Context: an optimization exercise on an open-source flow, tuned for small area, a short achievable clock period and few clock cycles per item. The choices shown serve that exercise and are no tape-out recipe. Where RTL was checked, it was by simulation tests only, not by an equivalence proof against the original. The RTL of run 1 was laid out without a check of its function.

## flow/design.v (module list and top-level ports; edited modules follow where they fit)
// module isg_extract: 720 lines
// module isg_sched: 68 lines
// module csa_row: 640 lines
// module csa_mac: 368 lines
module isg_extract (
    input  wire        clk,
    input  wire        rst,         
    input  wire        cfg_we,
    input  wire [5:0]  cfg_addr,
    input  wire [5:0]  cfg_pos,
    input  wire [6:0]  npos,        
    input  wire [31:0] qstep,       
    input  wire        variant,     
    input  wire        in_valid,
    input  wire [7:0]  in_data,
    output wire        in_ready,
    output reg         done,
    output reg  [63:0] bits_out
);
  // ...
==> flow/run.sh <==
#!/bin/bash
# synth_recipe.tcl (not shown) runs the flow's synth.tcl, then flattens the netlist and writes it again
# the make line also repeats each setting of config.mk as NAME=value (left out here)
make -C /OpenROAD-flow-scripts/flow DESIGN_CONFIG=/design/flow/config.mk WORK_HOME=/design/flow/orfs CLKGATE_MAP_FILE= SYNTH_SCRIPT=/design/flow/synth_recipe.tcl finish
==> flow/config.mk <==
export PLATFORM = sky130hd
export DESIGN_NAME = isg_extract
export DESIGN_NICKNAME = isg_extract
export VERILOG_FILES = /design/flow/design.v
export SDC_FILE = /design/flow/constraint.sdc
export NUM_CORES = 4
export LEC_CHECK = 0
export ABC_AREA = 1
export CAP_MARGIN = 20
export CORE_MARGIN = 2
export CORE_UTILIZATION = 55
export PLACE_DENSITY = 0.7
export SLEW_MARGIN = 20
==> flow/constraint.sdc <==
create_clock -name core_clock -period 13.0 [get_ports {clk}]
set_input_delay 2.6000 -clock core_clock [delete_from_list [all_inputs] [get_ports {clk}]]
set_output_delay 2.6000 -clock core_clock [all_outputs]
set_load 0.01 [all_outputs]
==> impl_results.md, run 1 <==
* Critical path origin: p_rk3[3]$_DFF_P_
* Outcome: timing/DRC/antenna clean
* # fillers at 16200
* Post-route cell area at ~0.12 sq mm
* Dpl cells at ~13000
* Final setup fails at 0
* Clock tree from TritonCTS: yes
* Initial antenna violation count at 4
* Post-synthesis simple-gate area fraction at between 10% and 20%
* Ports at 130
* Synth top area cells: dfxtp_1, edfxtp_1, fa_1, ha_1, xor2_1
* Most frequent cell after synthesis: dfxtp_1
* CP bufs+invs at 4
* Drt via density at 5.57
* Hpwl dp at 211 mm
* Max Clock Freq at approximately 210 MHz
* Hold Slack at 248 ps
* Largest regs: ringv x512, pos_tab x384, accv x308
* Syn_nets at 12200
* Met3 Use GR at under 10%
* Vias in the first global route at 76400
* DR WL met2 at 132 mm
* Synth Register Bits at 2380
* Number of flip-flops in the largest register at approximately 510
* FF/Latch Area at around 0.054 sq mm
* Period utilization at 37.3%
* First DRT Iteration DRCs at about 7600
* Placed cell area at 0.113 sq mm
* Post-Place Setup Slack at 7670 ps
* Clk_buf instances at ~300
* CP peak stage delay at 690 ps
* Syn avg cell area at 9.90 sq um
==> module isg_extract, before the edit <==
module isg_extract (
    input  wire        clk,
    input  wire        rst,         
    input  wire        cfg_we,
    input  wire [5:0]  cfg_addr,
    input  wire [5:0]  cfg_pos,
    input  wire [6:0]  npos,        
    input  wire [31:0] qstep,       
    input  wire        variant,     
    input  wire        in_valid,
    input  wire [7:0]  in_data,
    output wire        in_ready,
    output reg         done,
    output reg  [63:0] bits_out
);
    reg        cfg_we_r;
    reg [5:0]  cfg_addr_r, cfg_pos_r;
    reg [31:0] qstep_r;
    reg        variant_r;
    reg [6:0]  npos_r;
    reg [5:0]  pos_tab [0:63];
    always @(posedge clk) begin
        cfg_we_r   <= cfg_we;
        cfg_addr_r <= cfg_addr;
        cfg_pos_r  <= cfg_pos;
        qstep_r    <= qstep;
        variant_r  <= variant;
        npos_r     <= npos;
        if (cfg_we_r)
            pos_tab[cfg_addr_r] <= cfg_pos_r;
    end
    reg  [5:0] c;             
    reg  [5:0] ld_cnt;        
    reg        in_ready_r;
    reg        smp_v;
    reg  [7:0] smp_r;         
    assign in_ready = in_ready_r;
    wire ir_cur;               
    wire accept = in_valid & ir_cur;
    always @(posedge clk) begin
        smp_r <= {~in_data[7], in_data[6:0]};
        smp_v <= accept & ~rst;
    end
    reg  [511:0] ringv;
    wire [7:0]   ring63 = ringv[511:504];
    wire [7:0]   tail_in = smp_v ? smp_r : ring63;
    always @(posedge clk)
        ringv <= {ringv[503:0], tail_in};
    wire signed [7:0] s0 = ringv[55:48];
    wire signed [7:0] s1 = ringv[47:40];
    wire signed [7:0] s2 = ringv[39:32];
    wire signed [7:0] s3 = ringv[31:24];
    wire signed [7:0] s4 = ringv[23:16];
    wire signed [7:0] s5 = ringv[15:8];
    wire signed [7:0] s6 = ringv[7:0];
    wire signed [7:0] s7 = tail_in;
    wire signed [8:0] e0 = s0 + s7, e1 = s1 + s6, e2 = s2 + s5, e3 = s3 + s4;
    wire signed [8:0] o0 = s0 - s7, o1 = s1 - s6, o2 = s2 - s5, o3 = s3 - s4;
    reg signed [8:0]  f_e0, f_e1, f_e2, f_e3;
    reg signed [8:0]  f_o0, f_o1, f_o2, f_o3;
    reg [2:0]         f_x;
    always @(posedge clk) begin
        if (fen) begin
            f_e0 <= e0; f_e1 <= e1; f_e2 <= e2; f_e3 <= e3;
            f_o0 <= o0; f_o1 <= o1; f_o2 <= o2; f_o3 <= o3;
            f_x  <= c[5:3];
        end
    end
    wire       rev_load, rev_stream, rev_recirc, rev_tag;
    wire [2:0] rev_k;
    wire       nrev_load, nrev_stream, nrev_recirc, nrev_tag;
    wire [2:0] nrev_k;
    wire       stream_ok, rev_ok;
    wire [3:0] pleft;
    wire [2:0] knext;
    wire       ld_tag;
    wire [1:0] blk_out;       
    reg        idle_d;
    reg [2:0]  meta_k;
    reg        meta_tag;
    reg        dbusy;
    reg [4:0]  dcnt;
    wire       any_pend;
    wire       last_res;
    reg        fast;
    wire idle_all  = (ld_cnt == 6'd0) && (blk_out == 2'd0);
    wire [3:0] ptot = ({1'b0, npos_r} + 8'd7) >> 3;
    wire quiet      = !rev_stream && !rev_recirc && !any_pend && !dbusy;
    wire thr        = fast || quiet || idle_all;
    localparam integer SW = 39;
    reg  [SW-13:0] st_r0, st_r1;
    reg            sel_r;
    wire [SW-13:0] st_rest = sel_r ? st_r1 : st_r0;
    assign {ir_cur, ld_tag, pleft, knext,
            nrev_load, nrev_stream, nrev_recirc, nrev_tag, nrev_k,
            rev_load, rev_stream, rev_recirc, rev_tag, rev_k,
            stream_ok, rev_ok, blk_out} = st_rest;
    wire [SW-1:0] st_now = {c, ld_cnt, st_rest};
    wire [SW-1:0] st_a0, st_a1;
    wire blk_a1;
    isg_sched u_s0 (.acc(1'b0), .st(st_now), .smp_v(smp_v), .ptot(ptot), .thr(thr),
                    .idle_all(idle_all), .last_res(last_res), .nx(st_a0), .blk_now());
    isg_sched u_s1 (.acc(1'b1), .st(st_now), .smp_v(smp_v), .ptot(ptot), .thr(thr),
                    .idle_all(idle_all), .last_res(last_res), .nx(st_a1), .blk_now(blk_a1));
    wire [SW-1:0] st_rst = {6'd63, 6'd0, 1'b1, 1'b0, 4'd0, 3'd0,
                            1'b1, 1'b1, 1'b0, 1'b0, 3'd0,
                            1'b0, 1'b0, 1'b0, 1'b0, 3'd0,
                            1'b0, 1'b0, 2'd0};
    wire [5:0] c_nx = rst ? 6'd63 : (accept ? st_a1[SW-1:SW-6] : st_a0[SW-1:SW-6]);
    reg        fen, men;
    reg  [2:0] jr;
    always @(posedge clk) begin
        fen <= (c_nx[2:0] == 3'd7);
        men <= (c_nx[2:0] == 3'd6);
        jr  <= c_nx[2:0] + 3'd1;
    end
    always @(posedge clk) begin
        if (rst) begin
            st_r0 <= st_rst[SW-13:0]; st_r1 <= st_rst[SW-13:0]; sel_r <= 1'b0;
            in_ready_r <= 1'b1; c <= 6'd63; ld_cnt <= 6'd0;
        end else begin
            st_r0 <= st_a0[SW-13:0]; st_r1 <= st_a1[SW-13:0]; sel_r <= accept;
            {c, ld_cnt, in_ready_r} <= accept ? st_a1[SW-1:SW-13] : st_a0[SW-1:SW-13];
        end
    end
    always @(posedge clk) begin
        if (men) begin
            meta_k <= rev_k; meta_tag <= rev_tag;
        end
    end
    wire [2:0] rd_j = jr;
    reg  [5:0] posr;
    reg  [2:0] r_j, r_k;
    reg        r_tag;
    always @(posedge clk) begin
        posr  <= pos_tab[{meta_k, rd_j}];
        r_j   <= rd_j;
        r_k   <= meta_k;
        r_tag <= meta_tag;
    end
    wire [2:0] q_v = posr[2:0];
    wire signed [9:0]  a0 = f_e0 + f_e3, a1 = f_e1 + f_e2, b0 = f_e0 - f_e3, b1 = f_e1 - f_e2;
    wire signed [10:0] dcs = a0 + a1, d4s = a0 - a1;
    reg signed [10:0] rx0;
    reg signed [9:0]  rx1;
    reg signed [8:0]  rx2, rx3;
    always @* begin
        if (q_v[0]) begin
            rx0 = f_o0; rx1 = f_o1; rx2 = f_o2; rx3 = f_o3;
        end else begin
            rx2 = 9'sd0; rx3 = 9'sd0;
            case (q_v[2:1])
                2'd0: begin rx0 = dcs; rx1 = 10'sd0; end
                2'd2: begin rx0 = d4s; rx1 = 10'sd0; end
                default: begin rx0 = b0; rx1 = b1; end
            endcase
        end
    end
  reg [15:0] rk0;
  always @* begin
    case (q_v)
      3'd0: rk0 = 16'h5a82;
      3'd1: rk0 = 16'h7d8a;
      3'd2: rk0 = 16'h7642;
      3'd3: rk0 = 16'h6a6e;
      3'd4: rk0 = 16'h5a82;
      3'd5: rk0 = 16'h471d;
      3'd6: rk0 = 16'h30fc;
      3'd7: rk0 = 16'h18f9;
      default: rk0 = 16'h0000;
    endcase
  end
  reg [15:0] p_rk0;
  always @(posedge clk) p_rk0 <= rk0;
  reg [15:0] rk1;
  always @* begin
    case (q_v)
      3'd0: rk1 = 16'h0000;
      3'd1: rk1 = 16'h6a6e;
      3'd2: rk1 = 16'h30fc;
      3'd3: rk1 = 16'he707;
      3'd4: rk1 = 16'h0000;
      3'd5: rk1 = 16'h8276;
      3'd6: rk1 = 16'h89be;
      3'd7: rk1 = 16'hb8e3;
      default: rk1 = 16'h0000;
    endcase
  end
  reg [15:0] p_rk1;
  always @(posedge clk) p_rk1 <= rk1;
  reg [15:0] rk2;
  always @* begin
    case (q_v)
      3'd0: rk2 = 16'h0000;
      3'd1: rk2 = 16'h471d;
      3'd2: rk2 = 16'h0000;
      3'd3: rk2 = 16'h8276;
      3'd4: rk2 = 16'h0000;
      3'd5: rk2 = 16'h18f9;
      3'd6: rk2 = 16'h0000;
      3'd7: rk2 = 16'h6a6e;
      default: rk2 = 16'h0000;
    endcase
  end
  reg [15:0] p_rk2;
  always @(posedge clk) p_rk2 <= rk2;
  reg [15:0] rk3;
  always @* begin
    case (q_v)
      3'd0: rk3 = 16'h0000;
      3'd1: rk3 = 16'h18f9;
      3'd2: rk3 = 16'h0000;
      3'd3: rk3 = 16'hb8e3;
      3'd4: rk3 = 16'h0000;
      3'd5: rk3 = 16'h6a6e;
      3'd6: rk3 = 16'h0000;
      3'd7: rk3 = 16'h8276;
      default: rk3 = 16'h0000;
    endcase
  end
  reg [15:0] p_rk3;
  always @(posedge clk) p_rk3 <= rk3;
  wire [12:0] xe0 = {{1{rx0[10]}}, rx0, 1'b0};
  reg rd0_0_one, rd0_0_two, rd0_0_neg;
  always @(posedge clk) begin
    rd0_0_one <= xe0[1] ^ xe0[0];
    rd0_0_two <= (xe0[2] & ~xe0[1] & ~xe0[0]) | (~xe0[2] & xe0[1] & xe0[0]);
    rd0_0_neg <= xe0[2] & ~(xe0[1] & xe0[0]);
  end
  reg rd0_1_one, rd0_1_two, rd0_1_neg;
  always @(posedge clk) begin
    rd0_1_one <= xe0[3] ^ xe0[2];
    rd0_1_two <= (xe0[4] & ~xe0[3] & ~xe0[2]) | (~xe0[4] & xe0[3] & xe0[2]);
    rd0_1_neg <= xe0[4] & ~(xe0[3] & xe0[2]);
  end
  reg rd0_2_one, rd0_2_two, rd0_2_neg;
  always @(posedge clk) begin
    rd0_2_one <= xe0[5] ^ xe0[4];
    rd0_2_two <= (xe0[6] & ~xe0[5] & ~xe0[4]) | (~xe0[6] & xe0[5] & xe0[4]);
    rd0_2_neg <= xe0[6] & ~(xe0[5] & xe0[4]);
  end
  reg rd0_3_one, rd0_3_two, rd0_3_neg;
  always @(posedge clk) begin
    rd0_3_one <= xe0[7] ^ xe0[6];
    rd0_3_two <= (xe0[8] & ~xe0[7] & ~xe0[6]) | (~xe0[8] & xe0[7] & xe0[6]);
    rd0_3_neg <= xe0[8] & ~(xe0[7] & xe0[6]);
  end
  reg rd0_4_one, rd0_4_two, rd0_4_neg;
  always @(posedge clk) begin
    rd0_4_one <= xe0[9] ^ xe0[8];
    rd0_4_two <= (xe0[10] & ~xe0[9] & ~xe0[8]) | (~xe0[10] & xe0[9] & xe0[8]);
    rd0_4_neg <= xe0[10] & ~(xe0[9] & xe0[8]);
  end
  reg rd0_5_one, rd0_5_two, rd0_5_neg;
  always @(posedge clk) begin
    rd0_5_one <= xe0[11] ^ xe0[10];
    rd0_5_two <= (xe0[12] & ~xe0[11] & ~xe0[10]) | (~xe0[12] & xe0[11] & xe0[10]);
    rd0_5_neg <= xe0[12] & ~(xe0[11] & xe0[10]);
  end
  wire [10:0] xe1 = {{0{rx1[9]}}, rx1, 1'b0};
  reg rd1_0_one, rd1_0_two, rd1_0_neg;
  always @(posedge clk) begin
    rd1_0_one <= xe1[1] ^ xe1[0];
    rd1_0_two <= (xe1[2] & ~xe1[1] & ~xe1[0]) | (~xe1[2] & xe1[1] & xe1[0]);
    rd1_0_neg <= xe1[2] & ~(xe1[1] & xe1[0]);
  end
  reg rd1_1_one, rd1_1_two, rd1_1_neg;
  always @(posedge clk) begin
    rd1_1_one <= xe1[3] ^ xe1[2];
    rd1_1_two <= (xe1[4] & ~xe1[3] & ~xe1[2]) | (~xe1[4] & xe1[3] & xe1[2]);
    rd1_1_neg <= xe1[4] & ~(xe1[3] & xe1[2]);
  end
  reg rd1_2_one, rd1_2_two, rd1_2_neg;
  always @(posedge clk) begin
    rd1_2_one <= xe1[5] ^ xe1[4];
    rd1_2_two <= (xe1[6] & ~xe1[5] & ~xe1[4]) | (~xe1[6] & xe1[5] & xe1[4]);
    rd1_2_neg <= xe1[6] & ~(xe1[5] & xe1[4]);
  end
  reg rd1_3_one, rd1_3_two, rd1_3_neg;
  always @(posedge clk) begin
    rd1_3_one <= xe1[7] ^ xe1[6];
    rd1_3_two <= (xe1[8] & ~xe1[7] & ~xe1[6]) | (~xe1[8] & xe1[7] & xe1[6]);
    rd1_3_neg <= xe1[8] & ~(xe1[7] & xe1[6]);
  end
  reg rd1_4_one, rd1_4_two, rd1_4_neg;
  always @(posedge clk) begin
    rd1_4_one <= xe1[9] ^ xe1[8];
    rd1_4_two <= (xe1[10] & ~xe1[9] & ~xe1[8]) | (~xe1[10] & xe1[9] & xe1[8]);
    rd1_4_neg <= xe1[10] & ~(xe1[9] & xe1[8]);
  end
  wire [10:0] xe2 = {{1{rx2[8]}}, rx2, 1'b0};
  reg rd2_0_one, rd2_0_two, rd2_0_neg;
  always @(posedge clk) begin
    rd2_0_one <= xe2[1] ^ xe2[0];
    rd2_0_two <= (xe2[2] & ~xe2[1] & ~xe2[0]) | (~xe2[2] & xe2[1] & xe2[0]);
    rd2_0_neg <= xe2[2] & ~(xe2[1] & xe2[0]);
  end
  reg rd2_1_one, rd2_1_two, rd2_1_neg;
  always @(posedge clk) begin
    rd2_1_one <= xe2[3] ^ xe2[2];
    rd2_1_two <= (xe2[4] & ~xe2[3] & ~xe2[2]) | (~xe2[4] & xe2[3] & xe2[2]);
    rd2_1_neg <= xe2[4] & ~(xe2[3] & xe2[2]);
  end
  reg rd2_2_one, rd2_2_two, rd2_2_neg;
  always @(posedge clk) begin
    rd2_2_one <= xe2[5] ^ xe2[4];
    rd2_2_two <= (xe2[6] & ~xe2[5] & ~xe2[4]) | (~xe2[6] & xe2[5] & xe2[4]);
    rd2_2_neg <= xe2[6] & ~(xe2[5] & xe2[4]);
  end
  reg rd2_3_one, rd2_3_two, rd2_3_neg;
  always @(posedge clk) begin
    rd2_3_one <= xe2[7] ^ xe2[6];
    rd2_3_two <= (xe2[8] & ~xe2[7] & ~xe2[6]) | (~xe2[8] & xe2[7] & xe2[6]);
    rd2_3_neg <= xe2[8] & ~(xe2[7] & xe2[6]);
  end
  reg rd2_4_one, rd2_4_two, rd2_4_neg;
  always @(posedge clk) begin
    rd2_4_one <= xe2[9] ^ xe2[8];
    rd2_4_two <= (xe2[10] & ~xe2[9] & ~xe2[8]) | (~xe2[10] & xe2[9] & xe2[8]);
    rd2_4_neg <= xe2[10] & ~(xe2[9] & xe2[8]);
  end
  wire [10:0] xe3 = {{1{rx3[8]}}, rx3, 1'b0};
  reg rd3_0_one, rd3_0_two, rd3_0_neg;
  always @(posedge clk) begin
    rd3_0_one <= xe3[1] ^ xe3[0];
    rd3_0_two <= (xe3[2] & ~xe3[1] & ~xe3[0]) | (~xe3[2] & xe3[1] & xe3[0]);
    rd3_0_neg <= xe3[2] & ~(xe3[1] & xe3[0]);
  end
  reg rd3_1_one, rd3_1_two, rd3_1_neg;
  always @(posedge clk) begin
    rd3_1_one <= xe3[3] ^ xe3[2];
    rd3_1_two <= (xe3[4] & ~xe3[3] & ~xe3[2]) | (~xe3[4] & xe3[3] & xe3[2]);
    rd3_1_neg <= xe3[4] & ~(xe3[3] & xe3[2]);
  end
  reg rd3_2_one, rd3_2_two, rd3_2_neg;
  always @(posedge clk) begin
    rd3_2_one <= xe3[5] ^ xe3[4];
    rd3_2_two <= (xe3[6] & ~xe3[5] & ~xe3[4]) | (~xe3[6] & xe3[5] & xe3[4]);
    rd3_2_neg <= xe3[6] & ~(xe3[5] & xe3[4]);
  end
  reg rd3_3_one, rd3_3_two, rd3_3_neg;
  always @(posedge clk) begin
    rd3_3_one <= xe3[7] ^ xe3[6];
    rd3_3_two <= (xe3[8] & ~xe3[7] & ~xe3[6]) | (~xe3[8] & xe3[7] & xe3[6]);
    rd3_3_neg <= xe3[8] & ~(xe3[7] & xe3[6]);
  end
  reg rd3_4_one, rd3_4_two, rd3_4_neg;
  always @(posedge clk) begin
    rd3_4_one <= xe3[9] ^ xe3[8];
    rd3_4_two <= (xe3[10] & ~xe3[9] & ~xe3[8]) | (~xe3[10] & xe3[9] & xe3[8]);
    rd3_4_neg <= xe3[10] & ~(xe3[9] & xe3[8]);
  end
    reg [2:0]  a_u, a_v, a_x, a_j, a_k;
    reg        a_tag;
    always @(posedge clk) begin
        a_u <= posr[5:3]; a_v <= posr[2:0]; a_x <= f_x; a_j <= r_j; a_k <= r_k; a_tag <= r_tag;
    end
    wire signed [16:0] rd0_0_k = {p_rk0[15], p_rk0};
  wire [16:0] rd0_0_m = ({17{rd0_0_one}} & rd0_0_k) | ({17{rd0_0_two}} & {rd0_0_k[15:0], 1'b0});
  wire [16:0] rd0_0_t = rd0_0_m ^ {17{rd0_0_neg}};
  wire [16:0] rd0_0_u = {~rd0_0_t[16], rd0_0_t[15:0]};
  wire signed [16:0] rd0_1_k = {p_rk0[15], p_rk0};
  wire [16:0] rd0_1_m = ({17{rd0_1_one}} & rd0_1_k) | ({17{rd0_1_two}} & {rd0_1_k[15:0], 1'b0});
  wire [16:0] rd0_1_t = rd0_1_m ^ {17{rd0_1_neg}};
  wire [16:0] rd0_1_u = {~rd0_1_t[16], rd0_1_t[15:0]};
  wire signed [16:0] rd0_2_k = {p_rk0[15], p_rk0};
  wire [16:0] rd0_2_m = ({17{rd0_2_one}} & rd0_2_k) | ({17{rd0_2_two}} & {rd0_2_k[15:0], 1'b0});
  wire [16:0] rd0_2_t = rd0_2_m ^ {17{rd0_2_neg}};
  wire [16:0] rd0_2_u = {~rd0_2_t[16], rd0_2_t[15:0]};
  wire signed [16:0] rd0_3_k = {p_rk0[15], p_rk0};
  wire [16:0] rd0_3_m = ({17{rd0_3_one}} & rd0_3_k) | ({17{rd0_3_two}} & {rd0_3_k[15:0], 1'b0});
  wire [16:0] rd0_3_t = rd0_3_m ^ {17{rd0_3_neg}};
  wire [16:0] rd0_3_u = {~rd0_3_t[16], rd0_3_t[15:0]};
  wire signed [16:0] rd0_4_k = {p_rk0[15], p_rk0};
  wire [16:0] rd0_4_m = ({17{rd0_4_one}} & rd0_4_k) | ({17{rd0_4_two}} & {rd0_4_k[15:0], 1'b0});
  wire [16:0] rd0_4_t = rd0_4_m ^ {17{rd0_4_neg}};
  wire [16:0] rd0_4_u = {~rd0_4_t[16], rd0_4_t[15:0]};
  wire signed [16:0] rd0_5_k = {p_rk0[15], p_rk0};
  wire [16:0] rd0_5_m = ({17{rd0_5_one}} & rd0_5_k) | ({17{rd0_5_two}} & {rd0_5_k[15:0], 1'b0});
  wire [16:0] rd0_5_t = rd0_5_m ^ {17{rd0_5_neg}};
  wire [16:0] rd0_5_u = {~rd0_5_t[16], rd0_5_t[15:0]};
  wire [10:0] rng0 = {rd0_5_neg, 1'b0, rd0_4_neg, 1'b0, rd0_3_neg, 1'b0, rd0_2_neg, 1'b0, rd0_1_neg, 1'b0, rd0_0_neg};
  wire signed [16:0] rd1_0_k = {p_rk1[15], p_rk1};
  wire [16:0] rd1_0_m = ({17{rd1_0_one}} & rd1_0_k) | ({17{rd1_0_two}} & {rd1_0_k[15:0], 1'b0});
  wire [16:0] rd1_0_t = rd1_0_m ^ {17{rd1_0_neg}};
  wire [16:0] rd1_0_u = {~rd1_0_t[16], rd1_0_t[15:0]};
  wire signed [16:0] rd1_1_k = {p_rk1[15], p_rk1};
  wire [16:0] rd1_1_m = ({17{rd1_1_one}} & rd1_1_k) | ({17{rd1_1_two}} & {rd1_1_k[15:0], 1'b0});
  wire [16:0] rd1_1_t = rd1_1_m ^ {17{rd1_1_neg}};
  wire [16:0] rd1_1_u = {~rd1_1_t[16], rd1_1_t[15:0]};
  wire signed [16:0] rd1_2_k = {p_rk1[15], p_rk1};
  wire [16:0] rd1_2_m = ({17{rd1_2_one}} & rd1_2_k) | ({17{rd1_2_two}} & {rd1_2_k[15:0], 1'b0});
  wire [16:0] rd1_2_t = rd1_2_m ^ {17{rd1_2_neg}};
  wire [16:0] rd1_2_u = {~rd1_2_t[16], rd1_2_t[15:0]};
  wire signed [16:0] rd1_3_k = {p_rk1[15], p_rk1};
  wire [16:0] rd1_3_m = ({17{rd1_3_one}} & rd1_3_k) | ({17{rd1_3_two}} & {rd1_3_k[15:0], 1'b0});
  wire [16:0] rd1_3_t = rd1_3_m ^ {17{rd1_3_neg}};
  wire [16:0] rd1_3_u = {~rd1_3_t[16], rd1_3_t[15:0]};
  wire signed [16:0] rd1_4_k = {p_rk1[15], p_rk1};
  wire [16:0] rd1_4_m = ({17{rd1_4_one}} & rd1_4_k) | ({17{rd1_4_two}} & {rd1_4_k[15:0], 1'b0});
  wire [16:0] rd1_4_t = rd1_4_m ^ {17{rd1_4_neg}};
  wire [16:0] rd1_4_u = {~rd1_4_t[16], rd1_4_t[15:0]};
  wire [8:0] rng1 = {rd1_4_neg, 1'b0, rd1_3_neg, 1'b0, rd1_2_neg, 1'b0, rd1_1_neg, 1'b0, rd1_0_neg};
  wire signed [16:0] rd2_0_k = {p_rk2[15], p_rk2};
  wire [16:0] rd2_0_m = ({17{rd2_0_one}} & rd2_0_k) | ({17{rd2_0_two}} & {rd2_0_k[15:0], 1'b0});
  wire [16:0] rd2_0_t = rd2_0_m ^ {17{rd2_0_neg}};
  wire [16:0] rd2_0_u = {~rd2_0_t[16], rd2_0_t[15:0]};
  wire signed [16:0] rd2_1_k = {p_rk2[15], p_rk2};
  wire [16:0] rd2_1_m = ({17{rd2_1_one}} & rd2_1_k) | ({17{rd2_1_two}} & {rd2_1_k[15:0], 1'b0});
  wire [16:0] rd2_1_t = rd2_1_m ^ {17{rd2_1_neg}};
  wire [16:0] rd2_1_u = {~rd2_1_t[16], rd2_1_t[15:0]};
  wire signed [16:0] rd2_2_k = {p_rk2[15], p_rk2};
  wire [16:0] rd2_2_m = ({17{rd2_2_one}} & rd2_2_k) | ({17{rd2_2_two}} & {rd2_2_k[15:0], 1'b0});
  wire [16:0] rd2_2_t = rd2_2_m ^ {17{rd2_2_neg}};
  wire [16:0] rd2_2_u = {~rd2_2_t[16], rd2_2_t[15:0]};
  wire signed [16:0] rd2_3_k = {p_rk2[15], p_rk2};
  wire [16:0] rd2_3_m = ({17{rd2_3_one}} & rd2_3_k) | ({17{rd2_3_two}} & {rd2_3_k[15:0], 1'b0});
  wire [16:0] rd2_3_t = rd2_3_m ^ {17{rd2_3_neg}};
  wire [16:0] rd2_3_u = {~rd2_3_t[16], rd2_3_t[15:0]};
  wire signed [16:0] rd2_4_k = {p_rk2[15], p_rk2};
  wire [16:0] rd2_4_m = ({17{rd2_4_one}} & rd2_4_k) | ({17{rd2_4_two}} & {rd2_4_k[15:0], 1'b0});
  wire [16:0] rd2_4_t = rd2_4_m ^ {17{rd2_4_neg}};
  wire [16:0] rd2_4_u = {~rd2_4_t[16], rd2_4_t[15:0]};
  wire [8:0] rng2 = {rd2_4_neg, 1'b0, rd2_3_neg, 1'b0, rd2_2_neg, 1'b0, rd2_1_neg, 1'b0, rd2_0_neg};
  wire signed [16:0] rd3_0_k = {p_rk3[15], p_rk3};
  wire [16:0] rd3_0_m = ({17{rd3_0_one}} & rd3_0_k) | ({17{rd3_0_two}} & {rd3_0_k[15:0], 1'b0});
  wire [16:0] rd3_0_t = rd3_0_m ^ {17{rd3_0_neg}};
  wire [16:0] rd3_0_u = {~rd3_0_t[16], rd3_0_t[15:0]};
  wire signed [16:0] rd3_1_k = {p_rk3[15], p_rk3};
  wire [16:0] rd3_1_m = ({17{rd3_1_one}} & rd3_1_k) | ({17{rd3_1_two}} & {rd3_1_k[15:0], 1'b0});
  wire [16:0] rd3_1_t = rd3_1_m ^ {17{rd3_1_neg}};
  wire [16:0] rd3_1_u = {~rd3_1_t[16], rd3_1_t[15:0]};
  wire signed [16:0] rd3_2_k = {p_rk3[15], p_rk3};
  wire [16:0] rd3_2_m = ({17{rd3_2_one}} & rd3_2_k) | ({17{rd3_2_two}} & {rd3_2_k[15:0], 1'b0});
  wire [16:0] rd3_2_t = rd3_2_m ^ {17{rd3_2_neg}};
  wire [16:0] rd3_2_u = {~rd3_2_t[16], rd3_2_t[15:0]};
  wire signed [16:0] rd3_3_k = {p_rk3[15], p_rk3};
  wire [16:0] rd3_3_m = ({17{rd3_3_one}} & rd3_3_k) | ({17{rd3_3_two}} & {rd3_3_k[15:0], 1'b0});
  wire [16:0] rd3_3_t = rd3_3_m ^ {17{rd3_3_neg}};
  wire [16:0] rd3_3_u = {~rd3_3_t[16], rd3_3_t[15:0]};
  wire signed [16:0] rd3_4_k = {p_rk3[15], p_rk3};
  wire [16:0] rd3_4_m = ({17{rd3_4_one}} & rd3_4_k) | ({17{rd3_4_two}} & {rd3_4_k[15:0], 1'b0});
  wire [16:0] rd3_4_t = rd3_4_m ^ {17{rd3_4_neg}};
  wire [16:0] rd3_4_u = {~rd3_4_t[16], rd3_4_t[15:0]};
  wire [8:0] rng3 = {rd3_4_neg, 1'b0, rd3_3_neg, 1'b0, rd3_2_neg, 1'b0, rd3_1_neg, 1'b0, rd3_0_neg};
  wire [25:0] ra_0, ra_1, ra_2, ra_3;
  csa_row u_csa_row (.rd0_0_u(rd0_0_u), .rd0_1_u(rd0_1_u), .rd0_2_u(rd0_2_u), .rd0_3_u(rd0_3_u), .rd0_4_u(rd0_4_u), .rd0_5_u(rd0_5_u), .rng0(rng0), .rd1_0_u(rd1_0_u), .rd1_1_u(rd1_1_u), .rd1_2_u(rd1_2_u), .rd1_3_u(rd1_3_u), .rd1_4_u(rd1_4_u), .rng1(rng1), .rd2_0_u(rd2_0_u), .rd2_1_u(rd2_1_u), .rd2_2_u(rd2_2_u), .rd2_3_u(rd2_3_u), .rd2_4_u(rd2_4_u), .rng2(rng2), .rd3_0_u(rd3_0_u), .rd3_1_u(rd3_1_u), .rd3_2_u(rd3_2_u), .rd3_3_u(rd3_3_u), .rd3_4_u(rd3_4_u), .rng3(rng3), .o0(ra_0), .o1(ra_1), .o2(ra_2), .o3(ra_3));
    reg [25:0] sa_0, sa_1, sa_2, sa_3;
    reg [2:0]  a2_u, a2_v, a2_x, a2_j, a2_k;
    reg        a2_tag;
    always @(posedge clk) begin
        sa_0 <= ra_0; sa_1 <= ra_1; sa_2 <= ra_2; sa_3 <= ra_3;
        a2_u <= a_u; a2_v <= a_v; a2_x <= a_x; a2_j <= a_j; a2_k <= a_k; a2_tag <= a_tag;
    end
    reg signed [25:0] b_r;
    reg [2:0]  b_u, b_v, b_x, b_j, b_k;
    reg        b_tag;
    always @(posedge clk) begin
        b_r <= sa_0 + sa_1 + sa_2 + sa_3;
        b_u <= a2_u; b_v <= a2_v; b_x <= a2_x; b_j <= a2_j; b_k <= a2_k; b_tag <= a2_tag;
    end
    reg [15:0] mk;
  always @* begin
    case ({b_u, b_x})
      6'o00: mk = 16'h5a82;
      6'o01: mk = 16'h5a82;
      6'o02: mk = 16'h5a82;
      6'o03: mk = 16'h5a82;
      6'o04: mk = 16'h5a82;
      6'o05: mk = 16'h5a82;
      6'o06: mk = 16'h5a82;
      6'o07: mk = 16'h5a82;
      6'o10: mk = 16'h7d8a;
      6'o11: mk = 16'h6a6e;
      6'o12: mk = 16'h471d;
      6'o13: mk = 16'h18f9;
      6'o14: mk = 16'he707;
      6'o15: mk = 16'hb8e3;
      6'o16: mk = 16'h9592;
      6'o17: mk = 16'h8276;
      6'o20: mk = 16'h7642;
      6'o21: mk = 16'h30fc;
      6'o22: mk = 16'hcf04;
      6'o23: mk = 16'h89be;
      6'o24: mk = 16'h89be;
      6'o25: mk = 16'hcf04;
      6'o26: mk = 16'h30fc;
      6'o27: mk = 16'h7642;
      6'o30: mk = 16'h6a6e;
      6'o31: mk = 16'he707;
      6'o32: mk = 16'h8276;
      6'o33: mk = 16'hb8e3;
      6'o34: mk = 16'h471d;
      6'o35: mk = 16'h7d8a;
      6'o36: mk = 16'h18f9;
      6'o37: mk = 16'h9592;
      6'o40: mk = 16'h5a82;
      6'o41: mk = 16'ha57e;
      6'o42: mk = 16'ha57e;
      6'o43: mk = 16'h5a82;
      6'o44: mk = 16'h5a82;
      6'o45: mk = 16'ha57e;
      6'o46: mk = 16'ha57e;
      6'o47: mk = 16'h5a82;
      6'o50: mk = 16'h471d;
      6'o51: mk = 16'h8276;
      6'o52: mk = 16'h18f9;
      6'o53: mk = 16'h6a6e;
      6'o54: mk = 16'h9592;
      6'o55: mk = 16'he707;
      6'o56: mk = 16'h7d8a;
      6'o57: mk = 16'hb8e3;
      6'o60: mk = 16'h30fc;
      6'o61: mk = 16'h89be;
      6'o62: mk = 16'h7642;
      6'o63: mk = 16'hcf04;
      6'o64: mk = 16'hcf04;
      6'o65: mk = 16'h7642;
      6'o66: mk = 16'h89be;
      6'o67: mk = 16'h30fc;
      6'o70: mk = 16'h18f9;
      6'o71: mk = 16'hb8e3;
      6'o72: mk = 16'h6a6e;
      6'o73: mk = 16'h8276;
      6'o74: mk = 16'h7d8a;
      6'o75: mk = 16'h9592;
      6'o76: mk = 16'h471d;
      6'o77: mk = 16'he707;
      default: mk = 16'h0000;
    endcase
  end
  wire signed [26:0] mb_x = b_r;
  wire mb_0_one = mk[0] ^ 1'b0;
  wire mb_0_two = (mk[1] & ~mk[0] & ~1'b0) | (~mk[1] & mk[0] & 1'b0);
  wire mb_0_neg = mk[1] & ~(mk[0] & 1'b0);
  wire [26:0] mb_0_m = ({27{mb_0_one}} & mb_x) | ({27{mb_0_two}} & {mb_x[25:0], 1'b0});
  wire [26:0] mb_0_t = mb_0_m ^ {27{mb_0_neg}};
  wire [26:0] mb_0_u = {~mb_0_t[26], mb_0_t[25:0]};
  wire mb_1_one = mk[2] ^ mk[1];
  wire mb_1_two = (mk[3] & ~mk[2] & ~mk[1]) | (~mk[3] & mk[2] & mk[1]);
  wire mb_1_neg = mk[3] & ~(mk[2] & mk[1]);
  wire [26:0] mb_1_m = ({27{mb_1_one}} & mb_x) | ({27{mb_1_two}} & {mb_x[25:0], 1'b0});
  wire [26:0] mb_1_t = mb_1_m ^ {27{mb_1_neg}};
  wire [26:0] mb_1_u = {~mb_1_t[26], mb_1_t[25:0]};
  wire mb_2_one = mk[4] ^ mk[3];
  wire mb_2_two = (mk[5] & ~mk[4] & ~mk[3]) | (~mk[5] & mk[4] & mk[3]);
  wire mb_2_neg = mk[5] & ~(mk[4] & mk[3]);
  wire [26:0] mb_2_m = ({27{mb_2_one}} & mb_x) | ({27{mb_2_two}} & {mb_x[25:0], 1'b0});
  wire [26:0] mb_2_t = mb_2_m ^ {27{mb_2_neg}};
  wire [26:0] mb_2_u = {~mb_2_t[26], mb_2_t[25:0]};
  wire mb_3_one = mk[6] ^ mk[5];
  wire mb_3_two = (mk[7] & ~mk[6] & ~mk[5]) | (~mk[7] & mk[6] & mk[5]);
  wire mb_3_neg = mk[7] & ~(mk[6] & mk[5]);
  wire [26:0] mb_3_m = ({27{mb_3_one}} & mb_x) | ({27{mb_3_two}} & {mb_x[25:0], 1'b0});
  wire [26:0] mb_3_t = mb_3_m ^ {27{mb_3_neg}};
  wire [26:0] mb_3_u = {~mb_3_t[26], mb_3_t[25:0]};
  wire mb_4_one = mk[8] ^ mk[7];
  wire mb_4_two = (mk[9] & ~mk[8] & ~mk[7]) | (~mk[9] & mk[8] & mk[7]);
  wire mb_4_neg = mk[9] & ~(mk[8] & mk[7]);
  wire [26:0] mb_4_m = ({27{mb_4_one}} & mb_x) | ({27{mb_4_two}} & {mb_x[25:0], 1'b0});
  wire [26:0] mb_4_t = mb_4_m ^ {27{mb_4_neg}};
  wire [26:0] mb_4_u = {~mb_4_t[26], mb_4_t[25:0]};
  wire mb_5_one = mk[10] ^ mk[9];
  wire mb_5_two = (mk[11] & ~mk[10] & ~mk[9]) | (~mk[11] & mk[10] & mk[9]);
  wire mb_5_neg = mk[11] & ~(mk[10] & mk[9]);
  wire [26:0] mb_5_m = ({27{mb_5_one}} & mb_x) | ({27{mb_5_two}} & {mb_x[25:0], 1'b0});
  wire [26:0] mb_5_t = mb_5_m ^ {27{mb_5_neg}};
  wire [26:0] mb_5_u = {~mb_5_t[26], mb_5_t[25:0]};
  wire mb_6_one = mk[12] ^ mk[11];
  wire mb_6_two = (mk[13] & ~mk[12] & ~mk[11]) | (~mk[13] & mk[12] & mk[11]);
  wire mb_6_neg = mk[13] & ~(mk[12] & mk[11]);
  wire [26:0] mb_6_m = ({27{mb_6_one}} & mb_x) | ({27{mb_6_two}} & {mb_x[25:0], 1'b0});
  wire [26:0] mb_6_t = mb_6_m ^ {27{mb_6_neg}};
  wire [26:0] mb_6_u = {~mb_6_t[26], mb_6_t[25:0]};
  wire mb_7_one = mk[14] ^ mk[13];
  wire mb_7_two = (mk[15] & ~mk[14] & ~mk[13]) | (~mk[15] & mk[14] & mk[13]);
  wire mb_7_neg = mk[15] & ~(mk[14] & mk[13]);
  wire [26:0] mb_7_m = ({27{mb_7_one}} & mb_x) | ({27{mb_7_two}} & {mb_x[25:0], 1'b0});
  wire [26:0] mb_7_t = mb_7_m ^ {27{mb_7_neg}};
  wire [26:0] mb_7_u = {~mb_7_t[26], mb_7_t[25:0]};
  wire [14:0] mb_ng = {mb_7_neg, 1'b0, mb_6_neg, 1'b0, mb_5_neg, 1'b0, mb_4_neg, 1'b0, mb_3_neg, 1'b0, mb_2_neg, 1'b0, mb_1_neg, 1'b0, mb_0_neg};
  wire [43:0] mc_s, mc_c;
  csa_mac u_csa_mac (.mb_0_u(mb_0_u), .mb_1_u(mb_1_u), .mb_2_u(mb_2_u), .mb_3_u(mb_3_u), .mb_4_u(mb_4_u), .mb_5_u(mb_5_u), .mb_6_u(mb_6_u), .mb_7_u(mb_7_u), .mb_ng(mb_ng), .s(mc_s), .c(mc_c));
    reg [43:0] m_s, m_c;
    reg [2:0]  m_x, m_j, m_k;
    reg        m_tag, m_dc, m_first;
    always @(posedge clk) begin
        m_s <= mc_s; m_c <= mc_c;
        m_x <= b_x; m_j <= b_j; m_k <= b_k; m_tag <= b_tag;
        m_dc <= (b_x == 3'd0) && (b_u == 3'd0) && (b_v == 3'd0);
        m_first <= (b_x == 3'd0);
    end
    reg  [307:0] accv;
    wire [43:0]  acc_head = accv[307:264];
    wire [43:0]  c_accin = (acc_head & {44{~m_first}}) | (44'd4397866188800 & {44{m_dc}});
    wire [43:0]  cs_x = c_accin ^ m_s ^ m_c;
    wire [43:0]  cs_y = {(c_accin[42:0] & m_s[42:0]) | (c_accin[42:0] & m_c[42:0]) | (m_s[42:0] & m_c[42:0]), 1'b0};
    wire [22:0]  zl_w = {1'b0, cs_x[21:0]} + {1'b0, cs_y[21:0]};
    reg  [21:0]  n_zl, n_xh, n_yh;
    reg          n_cy;
    reg  [2:0]   n_x, n_j, n_k;
    reg          n_tag;
    always @(posedge clk) begin
        n_zl <= zl_w[21:0]; n_cy <= zl_w[22];
        n_xh <= cs_x[43:22]; n_yh <= cs_y[43:22];
        n_x <= m_x; n_j <= m_j; n_k <= m_k; n_tag <= m_tag;
    end
    wire [43:0] z_new = {n_xh + n_yh + {21'd0, n_cy}, n_zl};
    always @(posedge clk)
        accv <= {accv[263:0], z_new};
    reg        h_v;
    reg [43:0] h_z;
    reg [5:0]  h_p;
    reg        h_tag;
    wire [6:0] c_p = {1'b0, n_k, n_j};
    always @(posedge clk) begin
        h_z   <= z_new;
        h_p   <= c_p[5:0];
        h_tag <= n_tag;
        h_v   <= ~rst & rev_ok & (n_x == 3'd7) & (c_p < npos_r);
    end
    wire [27:0] h_c = h_z[43:16] + {27'd0, h_z[15]};
    reg  [287:0] resv;
    wire [35:0]  res_head = resv[287:252];
    wire         head_pend = res_head[35];
    wire         head_tag  = res_head[34];
    wire [5:0]   head_p    = res_head[33:28];
    wire [27:0]  head_c    = res_head[27:0];
    reg          out_tag;
    wire         d_free = !dbusy || (dcnt == 5'd0);
    wire         take = d_free && head_pend && (head_tag == out_tag) && !rst;
    wire [35:0]  res_in = h_v ? {1'b1, h_tag, h_p, h_c}
                              : {head_pend & ~take & ~rst, res_head[34:0]};
    integer ri;
    reg [7:0] pend_bits;
    always @* begin
        for (ri = 0; ri < 8; ri = ri + 1)
            pend_bits[ri] = resv[36*ri + 35];
    end
    assign any_pend = |pend_bits;
    always @(posedge clk) begin
        if (rst)
            resv <= {resv[251:0], 36'd0} & ~{8{36'h800000000}};
        else
            resv <= {resv[251:0], res_in};
    end
    reg [31:0] qn;
    reg [4:0]  s_norm;
    always @(posedge clk) begin
        idle_d <= idle_all;
        if (idle_all || idle_d) begin
            qn <= qstep_r; s_norm <= 5'd0;
        end else if (qn[31:30] == 2'b00 && qn != 32'd0) begin
            qn <= {qn[29:0], 2'b00}; s_norm <= s_norm + 5'd2;
        end
        fast <= variant_r || ((qn[31:30] != 2'b00 || qn == 32'd0) && s_norm <= 5'd12);
    end
    reg [34:0] dv3;
    reg [3:0]  dsteps;
    always @(posedge clk) begin
        dv3 <= {qn, 1'b0} + {qn, 2'b00};
        dsteps <= s_norm[4:1];
    end
    reg [33:0] drem;
    reg        dneg, dq, dpbit;
    reg [5:0]  dp;
    wire [33:0] n_c2  = {{5{head_c[27]}}, head_c, 1'b0};
    wire [33:0] n_val = n_c2 + {2'b00, qstep_r};
    wire [33:0] n_neg = ~n_c2 + ~{2'b00, qstep_r} + 34'd2;
    wire [33:0] n_abs = n_val[33] ? n_neg : n_val;
    wire [36:0] r4  = {1'b0, drem, 2'b00};
    wire [36:0] t1  = r4 - {4'b0000, qn, 1'b0};
    wire [36:0] t2  = r4 - {3'b000, qn, 2'b00};
    wire [36:0] t3  = r4 - {2'b00, dv3};
    wire ge1 = ~t1[36], ge2 = ~t2[36], ge3 = ~t3[36];
    wire [33:0] rnext = ge3 ? t3[33:0] : ge2 ? t2[33:0] : ge1 ? t1[33:0] : r4[33:0];
    wire        qodd  = ge3 | (ge1 & ~ge2);
    wire        wr  = dbusy && (dcnt == 5'd0);
    wire        res_bit = variant_r ? dpbit : (dq ^ (dneg & (drem != 34'd0)));
    reg [6:0] res_cnt;
    reg       done_pre;
    assign last_res = wr && ({res_cnt + 7'd1} == npos_r);
    always @(posedge clk) begin
        if (rst) begin
            dbusy <= 1'b0; dcnt <= 5'd0;
        end else if (take) begin
            dbusy <= 1'b1;
            drem  <= n_abs;
            dneg  <= n_val[33];
            dq    <= 1'b0;
            dpbit <= head_c[16] ^ head_c[15];
            dp    <= head_p;
            dcnt  <= variant_r ? 5'd0 : {1'b0, dsteps};
        end else if (wr) begin
            dbusy <= 1'b0;
        end else if (dbusy) begin
            drem <= rnext; dq <= qodd; dcnt <= dcnt - 5'd1;
        end
    end
    integer bi;
    always @(posedge clk) begin
        if (rst) begin
            done <= 1'b0; done_pre <= 1'b0; res_cnt <= 7'd0; out_tag <= 1'b0;
        end else begin
            done_pre <= last_res;
            done <= done_pre;
            if (last_res) begin
                res_cnt <= 7'd0; out_tag <= ~out_tag;
            end else if (wr) begin
                res_cnt <= res_cnt + 7'd1;
            end
        end
        for (bi = 0; bi < 64; bi = bi + 1) begin
            if (wr && dp == bi[5:0])
                bits_out[bi] <= res_bit;
            else if (idle_all && !done_pre)
                bits_out[bi] <= 1'b0;
        end
    end
endmodule
==> inputs of run 2 (changes only) <==
--- a/flow/design.v
+++ b/flow/design.v
@@ -35,8 +35,7 @@
     reg        smp_v;
     reg  [7:0] smp_r;         
     assign in_ready = in_ready_r;
-    wire ir_cur;               
-    wire accept = in_valid & ir_cur;
+    wire accept = in_valid & in_ready_r;
     always @(posedge clk) begin
         smp_r <= {~in_data[7], in_data[6:0]};
         smp_v <= accept & ~rst;
@@ -60,7 +59,7 @@
     reg signed [8:0]  f_o0, f_o1, f_o2, f_o3;
     reg [2:0]         f_x;
     always @(posedge clk) begin
-        if (fen) begin
+        if (c[2:0] == 3'd7) begin
             f_e0 <= e0; f_e1 <= e1; f_e2 <= e2; f_e3 <= e3;
             f_o0 <= o0; f_o1 <= o1; f_o2 <= o2; f_o3 <= o3;
             f_x  <= c[5:3];
@@ -75,6 +74,7 @@
     wire [2:0] knext;
     wire       ld_tag;
     wire [1:0] blk_out;       
+    wire       ir_cur;
     reg        idle_d;
     reg [2:0]  meta_k;
     reg        meta_tag;
@@ -88,14 +88,15 @@
     wire quiet      = !rev_stream && !rev_recirc && !any_pend && !dbusy;
     wire thr        = fast || quiet || idle_all;
     localparam integer SW = 39;
-    reg  [SW-13:0] st_r0, st_r1;
+    reg  [SW-14:0] st_r0, st_r1;
     reg            sel_r;
-    wire [SW-13:0] st_rest = sel_r ? st_r1 : st_r0;
-    assign {ir_cur, ld_tag, pleft, knext,
+    wire [SW-14:0] st_rest = sel_r ? st_r1 : st_r0;
+    assign {ld_tag, pleft, knext,
             nrev_load, nrev_stream, nrev_recirc, nrev_tag, nrev_k,
             rev_load, rev_stream, rev_recirc, rev_tag, rev_k,
             stream_ok, rev_ok, blk_out} = st_rest;
-    wire [SW-1:0] st_now = {c, ld_cnt, st_rest};
+    assign ir_cur = in_ready_r;
+    wire [SW-1:0] st_now = {c, ld_cnt, in_ready_r, st_rest};
     wire [SW-1:0] st_a0, st_a1;
     wire blk_a1;
     isg_sched u_s0 (.acc(1'b0), .st(st_now), .smp_v(smp_v), .ptot(ptot), .thr(thr),
@@ -106,29 +107,21 @@
                             1'b1, 1'b1, 1'b0, 1'b0, 3'd0,
                             1'b0, 1'b0, 1'b0, 1'b0, 3'd0,
                             1'b0, 1'b0, 2'd0};
-    wire [5:0] c_nx = rst ? 6'd63 : (accept ? st_a1[SW-1:SW-6] : st_a0[SW-1:SW-6]);
-    reg        fen, men;
-    reg  [2:0] jr;
-    always @(posedge clk) begin
-        fen <= (c_nx[2:0] == 3'd7);
-        men <= (c_nx[2:0] == 3'd6);
-        jr  <= c_nx[2:0] + 3'd1;
-    end
     always @(posedge clk) begin
         if (rst) begin
-            st_r0 <= st_rst[SW-13:0]; st_r1 <= st_rst[SW-13:0]; sel_r <= 1'b0;
+            st_r0 <= st_rst[SW-14:0]; st_r1 <= st_rst[SW-14:0]; sel_r <= 1'b0;
             in_ready_r <= 1'b1; c <= 6'd63; ld_cnt <= 6'd0;
         end else begin
-            st_r0 <= st_a0[SW-13:0]; st_r1 <= st_a1[SW-13:0]; sel_r <= accept;
+            st_r0 <= st_a0[SW-14:0]; st_r1 <= st_a1[SW-14:0]; sel_r <= accept;
             {c, ld_cnt, in_ready_r} <= accept ? st_a1[SW-1:SW-13] : st_a0[SW-1:SW-13];
         end
     end
     always @(posedge clk) begin
-        if (men) begin
+        if (c[2:0] == 3'd6) begin
             meta_k <= rev_k; meta_tag <= rev_tag;
         end
     end
-    wire [2:0] rd_j = jr;
+    wire [2:0] rd_j = c[2:0] + 3'd1;
     reg  [5:0] posr;
     reg  [2:0] r_j, r_k;
     reg        r_tag;
==> run 2 against run 1 <==
Sequential cell count down 7. Wire length up 7.5%. Hold slack better by 3.3 ps. Still clean on timing, DRC and antenna. Via count down 0.84%. Sequential share of layout area up 0.19 points. Count of clock-buffer cells in the layout up 11. Synthesized cell count down 0.62%. Critical path depth up 3.
==> impl_results.md, run 2 <==
* Outcome: timing/DRC/antenna clean (unchanged)
* Max Clock Freq at 216 MHz (was 206 MHz)
* All-layer global routing usage at 30.8% (was 28.1%)
* Clk slew on worst S/H paths at 60 ps (was 70 ps)
* Drt via density at 5.56 (was 5.57)
* Synth Register Bits at 2373 (was 2380)
* Commonest non-fill, non-tap cell in the layout: dfxtp_1 (unchanged)
* Post-synthesis simple-gate area fraction at 10.4% (was 10.7%)
* Largest family of logic cells by synthesized area: adder cells (unchanged)
* Post-synthesis adder-cell area fraction at 16.0% (about the same)
* Initial antenna violation count at 10 (was 4)
* Die height at 448 microns (was 449 microns)
* Crit start category: flop (unchanged)
* Max Cap Viol at 0 (unchanged)
* Drt first pass iters at 6 (was 9)
* First-pass GRT wire length at 468 mm (was 445 mm)
* # fillers at 16300 (was 16200)
* Worst endpoint data arrival time at 5400 ps (was 5580 ps)
* CTS Buf Count at 223 (was 227)
* Top layer in use: met5 (unchanged)
* Gpl congestion at 1.01 (was 0.994)
* Placed cell area at 0.112 sq mm (was 0.113 sq mm)
* Share of the synthesized area in the top cell type at 32.7% (about the same)
* Share of layout cells above drive strength 1 at 5.05% (was 5.58%)
* Min Tclk post-route at 4630 ps (was 4840 ps)
* Most used cell, CP: inv_1 (was fa_1)
* Min-Delay Startpoint: resv[221]$_DFF_P_ (was accv[198]$_DFF_P_)
* DR WL met2 at 144 mm (was 132 mm)
* Post-CTS setup buffers at 0 (unchanged)
* Final hold vios at 0 (unchanged)
* Wirelength per Cell at 22.4 microns (was 20.8 microns)
* Die width at 448 microns (was 449 microns)
* Synth cell count leaders: dfxtp_1, inv_1, nand2_1 (unchanged)
* Grt ovf at 0 (unchanged)
* Max transition margin at 20.4% (was 25.2%)
* Vias at 77000 (was 77600)
* Critical R2R Launch: c[0]$_SDFF_PP1_ (was p_rk3[3]$_DFF_P_)
* Worst setup slack after layout at 8370 ps (was 8160 ps)
* Rows at 163 (unchanged)
* Clock skew at 93.8 ps (was 83.2 ps)
* Unique cell type count in the Yosys netlist at 72 (was 76)
* Gates resized, CTS repair at 0 (unchanged)
* Proportion of synthesized area in mux cells at 0.107% (was 0.0986%)
* Area of the multi-input gates at 0.0483 sq mm (was 0.0485 sq mm)
* Hold Slack at 252 ps (was 248 ps)
* Largest net degree at the start of global routing at 97 (was 193)
* Crit path cell chain: inv_4 -> ha_2 -> inv_2 -> nand2_1 -> nand2_1 -> inv_1 -> ha_1 -> inv_1 -> nor2_1 -> nand4_1 -> nor2_1 -> inv_1 -> o21ai_0 -> a21oi_1 (was buf_4 -> clkinv_1 -> o22ai_1 -> xor2_1 -> fa_1 -> inv_1 -> fa_1 -> fa_1 -> inv_1 -> fa_1 -> fa_1)
* Hpwl dp at 233 mm (was 211 mm)
* Hold Path End: resv[257]$_DFF_P_ (was accv[242]$_DFF_P_)
* Synth top area cells: dfxtp_1, edfxtp_1, fa_1, ha_1, xor2_1 (unchanged)
* Post-route DRC violation count at 0 (unchanged)
* Cells after Synth at 11000 (about the same)
* Setup TNS at 0 ps (unchanged)
* Synth Area in XOR/XNOR at 7.03% (was 6.96%)
* Family with the most delay on the worst path: simple AND/OR/NAND/NOR gates (was adder cells)
* Number of flip-flops in the largest register at 512 (unchanged)
* Yosys synthesis warning count at 2 (unchanged)
* Sequential fraction of the synthesis area at 49.3% (was 49.2%)
* Post-synth ARST share at 0% (unchanged)
* Clk sink count at 2373 (was 2380)
* Worst Reg-to-Reg Cells at 14 (was 11)
* FF/Latch Area at 0.0535 sq mm (was 0.0536 sq mm)
* Final-report max-slew violation count at 0 (unchanged)
* CTS root buffer: clkbuf_16 (unchanged)
* WL final at 311 mm (was 289 mm)
* Post-Place Setup Slack at 7850 ps (was 7670 ps)
* Detail Route Antenna Nets at 0 (unchanged)
* Synth Area in Compound Gates at 10.8% (was 10.7%)
* Starting Density at 55.2% (was 55.3%)
* Met3 WL at 21.6 mm (was 20.8 mm)
* Final setup fails at 0 (unchanged)
* CORE AREA at 0.197 sq mm (about the same)
* Ports at 130 (unchanged)
* Post-synth top flop: dfxtp_1 (unchanged)
* Mapped Area at 0.109 sq mm (about the same)
* Syn avg cell area at 9.92 sq um (was 9.90 sq um)
* WP data required at 13760 ps (was 13740 ps)
* Met1 WL at 132 mm (was 124 mm)
* CP bufs+invs at 5 (was 4)
* Kind of critical path: flop to flop (unchanged)
* Most frequent cell after synthesis: dfxtp_1 (unchanged)
* Clock tree from TritonCTS: yes (unchanged)
* CTS H-tree depth at 4 (unchanged)
* Largest area contributor in the netlist: dfxtp_1 (unchanged)
* Crit Path Max Fanout at 44 (was 19)
* Port bufs at 129 (unchanged)
* Worst slew pin tran at 1190 ps (was 1110 ps)
* Period utilization at 35.6% (was 37.3%)
* Area grow syn2layout at 10.8% (was 11.0%)
* CP endpoint kind: flop (unchanged)
* Vias in the first global route at 76500 (was 76400)
* RSZ-0062 raised after global routing: false (unchanged)
* CP peak stage delay at 840 ps (was 690 ps)
* R2R setup slack at 8370 ps (was 8160 ps)
* Post-synth EDFFs at 598 (unchanged)
* Reg with most FFs: ringv (unchanged)
* Max Buffers Root-to-Sink at 3 (unchanged)
* Die area at 0.201 sq mm (was 0.202 sq mm)
* WHS Path Cells at 0 (unchanged)
* Largest regs: ringv x512, pos_tab x384, accv x308 (unchanged)
* Worst r2r dst: st_r0[23]$_SDFF_PP0_ (was sa_3[8]$_DFF_P_)
* Clock Latency Late Sink at 900 ps (was 910 ps)
* Syn_nets at 12100 (was 12200)
* First DRT Iteration DRCs at 6727 (was 7602)
* Most frequent cells in the layout: dfxtp_1, inv_1, nand2_1 (unchanged)
* Nets at 12200 (about the same)
* Slowest stage cell on the critical path: ha_2 (was clkinv_1)
* Hold Buf Count CTS at 0 (unchanged)
* Hold Path Class: flop to flop (unchanged)
* Post-route cell area at 0.120 sq mm (was 0.121 sq mm)
==> run 2: cell types whose count changed in the layout (fill, tap and decap cells not counted), sizes merged, moves of 11 or more <==
| cell | before | now |
|---|---|---|
| nand2 | 1328 | 1258 |
| nor2 | 888 | 945 |
| inv | 1489 | 1446 |
| a21oi | 494 | 520 |
| o21ai | 693 | 667 |
| o32ai | 5 | 25 |
| nand3 | 311 | 292 |
| a21o | 32 | 45 |
| o211ai | 38 | 51 |
| clkinvlp | 17 | 5 |
| o21bai | 56 | 44 |
| o221ai | 19 | 7 |
| clkbuf | 301 | 312 |
==> run 2: final cells by class <==
| type | count | share of cell area (%) |
|---|---|---|
| Timing Repair Buffer | 194 | 1.47 |
| Clock buffer | 312 | 5.38 |
| Sequential cell | 2373 | 44.5 |
| Inverter | 1469 | 4.59 |
| Antenna cell | 12 | 0.0250 |
| Clock inverter | 111 | 1.16 |
| Multi-Input combinational cell | 6746 | 40.1 |
| Tap cell | 2640 | 2.75 |
==> run 2: layer usage <==
layer | vias up | global-route usage [%]
met5 | - | 0
met4 | 2 | 12.2
met3 | 561 | 5.15
met2 | 2953 | 50.1
met1 | 37400 | 41.1
li1 | 36100 | -
==> run 2: how the worst max path moves through the flow <==
stage	cells past startpoint	slack, ps	start	endpoint
final	14	8370	c[0]$_SDFF_PP1_	st_r0[23]$_SDFF_PP0_
after global placement	9	7890	rst	drem[29]$_DFFE_PP_
after global routing	14	8030	c[0]$_SDFF_PP1_	st_r0[23]$_SDFF_PP0_
after floorplan	6	7830	rst	dq$_SDFFCE_PP0P_
after CTS	1	8420	in_ready_r$_SDFF_PP1_	in_ready
after detailed placement	9	7850	rst	drem[31]$_DFFE_PP_
==> run 2: cells by family after synthesis <==
group | Yosys count
AND/OR/NAND/NOR | 2742
flip-flops | 2373
AO/OA/AOI/OAI | 2041
buffers and inverters | 1831
adder cells (fa/ha/maj) | 1081
XOR/XNOR | 871
multiplexers | 11
==> run 2: through the flow <==
step,utilization [%],std cells
2_1_floorplan,-,11000
3_3_place_gp,57.1,13400
3_5_place_dp,57.1,13400
4_1_cts,61.1,13800
5_1_grt,61.1,13900
6_report,61.1,13900
Testbench counts of run 2, summed over its fixed seeds: cycles 26,064, items 320.
==> inputs of run 3 (changes only) <==
--- a/flow/design.v
+++ b/flow/design.v
@@ -25,7 +25,7 @@
         cfg_pos_r  <= cfg_pos;
         qstep_r    <= qstep;
         variant_r  <= variant;
-        npos_r     <= npos;
+        npos_r     <= npos | {6'd0, (npos == 7'd0)};    
         if (cfg_we_r)
             pos_tab[cfg_addr_r] <= cfg_pos_r;
     end
==> run 3 against run 2 <==
First-iteration DRC count grew 4.6%. Global-route usage is 2.1 points lower. Cell area hardly changed. Register-to-register slack worse by 80 ps. Clock skew shrank 1.3 ps. Area after synthesis fell by 0.13%. Critical path type is now input port to flop. Critical endpoint is now drem[0]$_SDFFCE_PN0P_. Highest routed layer unchanged.
==> impl_results.md, run 3 <==
* Drt via density at 5.58 (was 5.56)
* Placed cell area at 0.112 sq mm (about the same)
* CTS H-tree depth at 4 (unchanged)
* Yosys synthesis warning count at 2 (unchanged)
* Sequential fraction of the synthesis area at 49.3% (about the same)
* Final hold vios at 0 (unchanged)
* Die height at 448 microns (about the same)
* Share of the synthesized area in the top cell type at 32.8% (was 32.7%)
* Commonest non-fill, non-tap cell in the layout: dfxtp_1 (unchanged)
* Port bufs at 129 (unchanged)
* Most frequent cells in the layout: dfxtp_1, inv_1, nand2_1 (unchanged)
* Clk slew on worst S/H paths at 60 ps (about the same)
* First DRT Iteration DRCs at 7038 (was 6727)
* Detail Route Antenna Nets at 0 (unchanged)
* Clock Latency Late Sink at 920 ps (was 900 ps)
* Drt first pass iters at 6 (unchanged)
* Most frequent cell after synthesis: dfxtp_1 (unchanged)
* CP endpoint kind: flop (unchanged)
* WP data required at 13460 ps (was 13760 ps)
* Wirelength per Cell at 21.1 microns (was 22.4 microns)
* Max transition margin at 22.0% (was 20.4%)
* Ports at 130 (unchanged)
* Largest regs: ringv x512, pos_tab x384, accv x308 (unchanged)
* CTS Buf Count at 225 (was 223)
* Die width at 448 microns (about the same)
* Unique cell type count in the Yosys netlist at 70 (was 72)
* Vias in the first global route at 75100 (was 76500)
* First-pass GRT wire length at 443 mm (was 468 mm)
* Worst slew pin tran at 1170 ps (was 1190 ps)
* Synth Register Bits at 2373 (unchanged)
* Syn_nets at 12000 (was 12100)
* WL final at 290 mm (was 311 mm)
* Setup TNS at 0 ps (unchanged)
* Crit Path Max Fanout at 70 (was 44)
* Max Clock Freq at 191 MHz (was 216 MHz)
* Mapped Area at 0.108 sq mm (was 0.109 sq mm)
* Final setup fails at 0 (unchanged)
* CTS root buffer: clkbuf_16 (unchanged)
* Min Tclk post-route at 5240 ps (was 4630 ps)
* Largest area contributor in the netlist: dfxtp_1 (unchanged)
* Synth cell count leaders: dfxtp_1, inv_1, nand2_1 (unchanged)
* Gates resized, CTS repair at 0 (unchanged)
* Reg with most FFs: ringv (unchanged)
* Initial antenna violation count at 9 (was 10)
* Grt ovf at 0 (unchanged)
* Vias at 76700 (was 77000)
* Number of flip-flops in the largest register at 512 (unchanged)
* Post-route DRC violation count at 0 (unchanged)
* Period utilization at 40.3% (was 35.6%)
* Post-synth top flop: dfxtp_1 (unchanged)
* Largest net degree at the start of global routing at 114 (was 97)
* Post-route cell area at 0.120 sq mm (about the same)
* Max Cap Viol at 0 (unchanged)
* RSZ-0062 raised after global routing: false (unchanged)
* Hold Buf Count CTS at 0 (unchanged)
* Share of layout cells above drive strength 1 at 5.34% (was 5.05%)
* Cells after Synth at 10900 (was 11000)
* Post-synth ARST share at 0% (unchanged)
* Synth top area cells: dfxtp_1, edfxtp_1, fa_1, ha_1, xor2_1 (unchanged)
* Hold Path Class: flop to flop (unchanged)
* Hpwl dp at 215 mm (was 233 mm)
* Clk sink count at 2373 (unchanged)
* Outcome: timing/DRC/antenna clean (unchanged)
* Gpl congestion at 1.01 (about the same)
* Area grow syn2layout at 10.9% (was 10.8%)
* Rows at 162 (was 163)
* CORE AREA at 0.195 sq mm (was 0.197 sq mm)
* Die area at 0.201 sq mm (about the same)
* Post-CTS setup buffers at 0 (unchanged)
* Final-report max-slew violation count at 0 (unchanged)
* Starting Density at 55.5% (was 55.2%)
* All-layer global routing usage at 28.7% (was 30.8%)
* Clock skew at 92.4 ps (was 93.8 ps)
* Post-synth EDFFs at 598 (unchanged)
* Nets at 12100 (was 12200)
* Syn avg cell area at 9.98 sq um (was 9.92 sq um)
* Worst endpoint data arrival time at 5700 ps (was 5400 ps)
* Max Buffers Root-to-Sink at 3 (unchanged)
* Crit start category: input port (was flop)
* Kind of critical path: input port to flop (was flop to flop)
* Clock tree from TritonCTS: yes (unchanged)
[run 3: cells by family after synthesis]
group / synth area share [%]
compound gates: 10.6
xor+xnor: 7.13
fa+ha+maj: 16.1
buf+inv: 6.34
flops: 49.3
mux: 0.0992
simple gates: 10.4
[run 3: worst max-delay path: stages]
cell	delay (ps)
buf_2	100
buf_4	310
inv_1	170
nand2_1	630
clkinv_1	150
buf_4	530
nor2_1	250
nor2_4	840
[run 3: metrics by stage]
step	utilization, %	hold slack (ps)	setup WS [ps]	instances
final	61.5	258	7760	13800
after global routing	61.5	256	7520	13800
after CTS	61.5	253	7850	13800
after detailed placement	57.4	312	6930	13300
after global placement	57.4	310	6950	13300
after floorplan	-	310	7900	10900
[run 3: layer usage]
metal	up-vias	wire length, microns	part of all wire (%)	global-route usage [%]
li1	35900	-	-	-
met1	36900	122000	42	38.9
met2	3307	132000	46	45.7
met3	664	23000	7.9	5.01
met4	4	13100	4.5	11.7
met5	-	26	0.0090	0
[run 3: worst paths after layout]
| check | from | end | slack, ps | depth (start not counted) |
|---|---|---|---|---|
| setup / recovery | rst | drem[0]$_SDFFCE_PN0P_ | 7760 | 8 |
| hold / removal | ringv[390]$_DFF_P_ | ringv[398]$_DFF_P_ | 260 | 0 |
| setup reg to reg | p_rk3[3]$_DFF_P_ | sa_3[11]$_DFF_P_ | 8290 | 11 |
| hold reg to reg | ringv[390]$_DFF_P_ | ringv[398]$_DFF_P_ | 260 | 0 |
[run 3: final cells by class]
cell class,count,area [sq um]
diodes,4,10.0
clock inverters,109,1240
fillers,16200,75200
flip-flops and latches,2373,53500
well taps,2624,3280
multi-input cells,6668,48200
inverters,1457,5470
clock buffers,321,6710
repair buffers,200,1840
Testbench counts of run 3, summed over its fixed seeds: cycles 26,064, items 320.

[afterwards: timing with drivers on the ports]
In the flow no input, the clock included, has a driving cell. The finished layouts below were timed again as built, in two steps. Step 1, drivers: a clkbuf_16 drives clk and a buf_2 each remaining input, both assumed. Step 2 adds t to the input delays and takes it off the output delays; t is the mean of the earliest and latest rising clock arrival at the registers after step 1. Input paths then give back, and output paths get back, about the clock's delay inside the block. a / b / c = no drivers / after step 1 / after step 2; a / b = the first two.
run | shift t [ns] | slack for setup (ns) | latest minus earliest clock arrival (ns) | worst data-port slew with drivers (ns)
run 1 | 0.952 | 8.156 / 8.156 / 7.604 | 0.120 / 0.120 | 0.06
run 2 | 0.949 | 8.368 / 8.368 / 7.743 | 0.102 / 0.102 | 0.07
run 3 | 0.946 | 7.765 / 7.832 / 6.885 | 0.137 / 0.137 | 0.09
After both steps every run listed still meets setup and hold. The setup slack of run 3, which loses most, moves by +0.067 ns with the drivers and by -0.880 ns with both steps.
